This is an optimization exercise on Yosys and OpenROAD, whose aim is small area, not a production implementation.
Function was checked by simulation only, so behaviour that the tests miss may differ from the original.
Power and IR drop assume default switching activity.

== exp/juniper ==
## usart8251
module usart8251 (
    input  wire       clk,
    input  wire       rst,
    input  wire       wr,
    input  wire       rd,
    input  wire       cd,
    input  wire [7:0] din,
    output wire [7:0] dout,
    input  wire       txc,
    input  wire       rxc,
    input  wire       rxd,
    input  wire       cts,
    input  wire       dsr,
    output wire       txd,
    output wire       rts_n,
    output wire       dtr_n
);
Settings: LEC_CHECK=0, CAP_MARGIN=20, CORE_MARGIN=2, CORE_UTILIZATION=75, CTS_BUF_LIST=sky130_fd_sc_hd__clkbuf_4, SLEW_MARGIN=20; clock period 10.0 ns.
run.sh (not shown) runs the stock make flow with config.mk's settings and CLKGATE_MAP_FILE= SYNTH_SCRIPT=/design/flow/synth_recipe.tcl, a recipe that flattens the netlist after the stock synthesis.
Input-level comparison between exp/raven and exp/juniper:
- CORE_UTILIZATION changed from 75 to 70
- CTS_BUF_LIST removed (was sky130_fd_sc_hd__clkbuf_4)
==> flow/flow/run.sh (new file) <==
#!/bin/bash
# Own layout flow: the standard ORFS flow (the standard.sh) with
#  * an area-oriented ABC mapping script and no separate half/full-adder
#    cell mapping in synthesis (registers are untouched by either),
#  * minimum-size buffers on the ports,
#  * small clock buffers and no CTS dummy loads (settings in opts.sh).
# Each tool's output is kept in orfs/logs; make's own output in flow_make.log.
set -euo pipefail
here=$(pwd)
CTS_EXTRA=""
source "$here/flow/opts.sh"
rm -rf "$here/myscripts"
cp -r "$FLOW_HOME/scripts" "$here/myscripts"
cp "$here/flow/abc_area.script" "$here/myscripts/abc_speed.script"
bash standard.sh \
  SCRIPTS_DIR="$here/myscripts" \
  ADDER_MAP_FILE= \
  BUFFER_PORTS_ARGS="-buffer_cell sky130_fd_sc_hd__buf_1" \
  CTS_ARGS="-sink_clustering_enable -repair_clock_nets -buf_list $CTSBUF -dont_use_dummy_load $CTS_EXTRA" \
  finish > "$here/flow_make.log" 2>&1
==> flow/flow/abc_area.script (new file) <==
&get -n
&st
&syn2
&dch
&nf -a
&st
&syn2
&dch
&nf -a
&put
==> flow/flow/opts.sh (new file) <==
CTSBUF=sky130_fd_sc_hd__clkbuf_16
CTS_EXTRA="-sink_clustering_size 80 -sink_clustering_max_diameter 300"
==> flow/standard.sh (new file) <==
#!/bin/bash
# synth_recipe.tcl (not shown) runs the flow's synth.tcl, then flattens the netlist and writes it again
# the make line also repeats each setting of config.mk as NAME=value (left out here)
make -C /OpenROAD-flow-scripts/flow DESIGN_CONFIG=/design/flow/config.mk WORK_HOME=/design/flow/orfs CLKGATE_MAP_FILE= SYNTH_SCRIPT=/design/flow/synth_recipe.tcl "${@:-finish}"
removed: flow/run.sh
### Flow results
- Compared with exp/juniper, exp/raven shows a higher required time reported for the critical path endpoint.
- Part of the total power dissipated in combinational logic: exp/raven vs exp/juniper down 7.2 points
- Relative to exp/juniper, the total power of exp/raven is higher by 4.8%.
- exp/raven vs exp/juniper, fraction of layout cells with a size suffix above 1 went down by 6.3 points.
- Die area on exp/raven is ahead of exp/juniper.
- Cmp exp/raven vs exp/juniper: detailed-routed wire length on met3 lower in exp/raven
- exp/juniper → exp/raven: maximum clock rate increased 0.51%, pre-CTS setup slack went down by 0.074 ns.
--- input diff exp/raven..exp/harbor ---
==> flow/flow/opts.sh <==
CTSBUF=sky130_fd_sc_hd__clkbuf_8
CTS_EXTRA="-sink_clustering_size 30 -sink_clustering_max_diameter 100"
Diff exp/raven -> exp/harbor: first-iteration detailed-routing DRC count went down by 62; leakage power total went down by about 3.2%; routed length on met2 went down by about 2.3%.
Sort exp/raven and exp/harbor by clock share of power asc -> top: exp/harbor
Summary of exp/harbor over exp/raven: number of antenna violations at the first check in global routing ~0 delta, cell count ~0 delta, worst path setup slack after routing +0.040 ns, sequential share of layout area +0.96 points.
For exp/indigo, these inputs were changed with respect to exp/harbor:
- changing CORE_UTILIZATION from 70 to 40
==> flow/run.sh (new file) <==
#!/bin/bash
# synth_recipe.tcl (not shown) runs the flow's synth.tcl, then flattens the netlist and writes it again
# the make line also repeats each setting of config.mk as NAME=value (left out here)
make -C /OpenROAD-flow-scripts/flow DESIGN_CONFIG=/design/flow/config.mk WORK_HOME=/design/flow/orfs CLKGATE_MAP_FILE= SYNTH_SCRIPT=/design/flow/synth_recipe.tcl finish
removed: flow/flow/run.sh
removed: flow/flow/abc_area.script
removed: flow/flow/opts.sh
removed: flow/standard.sh
## What came out
The final layouts of exp/harbor and exp/indigo pass the timing, DRC and antenna checks.
Against exp/harbor, filler-free cell count of the finished design in exp/indigo rose by more than a quarter.
Diff exp/harbor -> exp/indigo: via count rose 14%, worst slew margin relative to its limit rose 7.9 points, fraction of the cycle the final worst path needs rose 2.4 points.
Looking at share of power burned in the clock network, exp/indigo sits 0.4 points higher than exp/harbor does.
exp/indigo falls short of exp/harbor in design area.
Net count reported at finish: exp/indigo vs exp/harbor up about 15%
Compared with exp/harbor, in exp/indigo mean number of vias per cell shrank by 9.3%, global-route usage moved down.
exp/indigo against exp/harbor; detailed-placement wirelength estimate is up by more than a quarter.
Summary: global-route wire length before repair, exp/indigo worse than exp/harbor

[separate check: timing with driven ports]
No port has a modelled driver above. Below, the same layouts with a new extraction and two added sets of constraints. Step 1: set_driving_cell puts a clkbuf_16 on clk and a buf_2 on each other input, an assumption about the parent block. Step 2 also shifts input and output timing later by t, the mid clock arrival at the registers, as if the neighbouring blocks saw the same clock. a / b / c = ideal / step 1 / step 2; a / b = the first two.
run	shift t [ns]	setup WS [ns]	hold WS [ns]	worst setup path at the end	clock arrival spread, ns
exp/juniper	0.441	4.150 / 4.124 / 3.965	0.475 / 0.475 / 0.475	input to register	0.019 / 0.018
exp/raven	0.361	4.179 / 4.184 / 3.823	0.442 / 0.442 / 0.442	input to register	0.014 / 0.014
exp/harbor	0.362	4.219 / 4.221 / 3.859	0.446 / 0.446 / 0.446	input to register	0.023 / 0.023
exp/indigo	0.375	3.981 / 3.988 / 3.613	0.460 / 0.460 / 0.460	input to register	0.019 / 0.018
After both steps every run listed still meets setup and hold. For exp/indigo, which loses most, drivers alone change the setup slack by +0.007 ns; drivers and shift together by -0.368 ns.
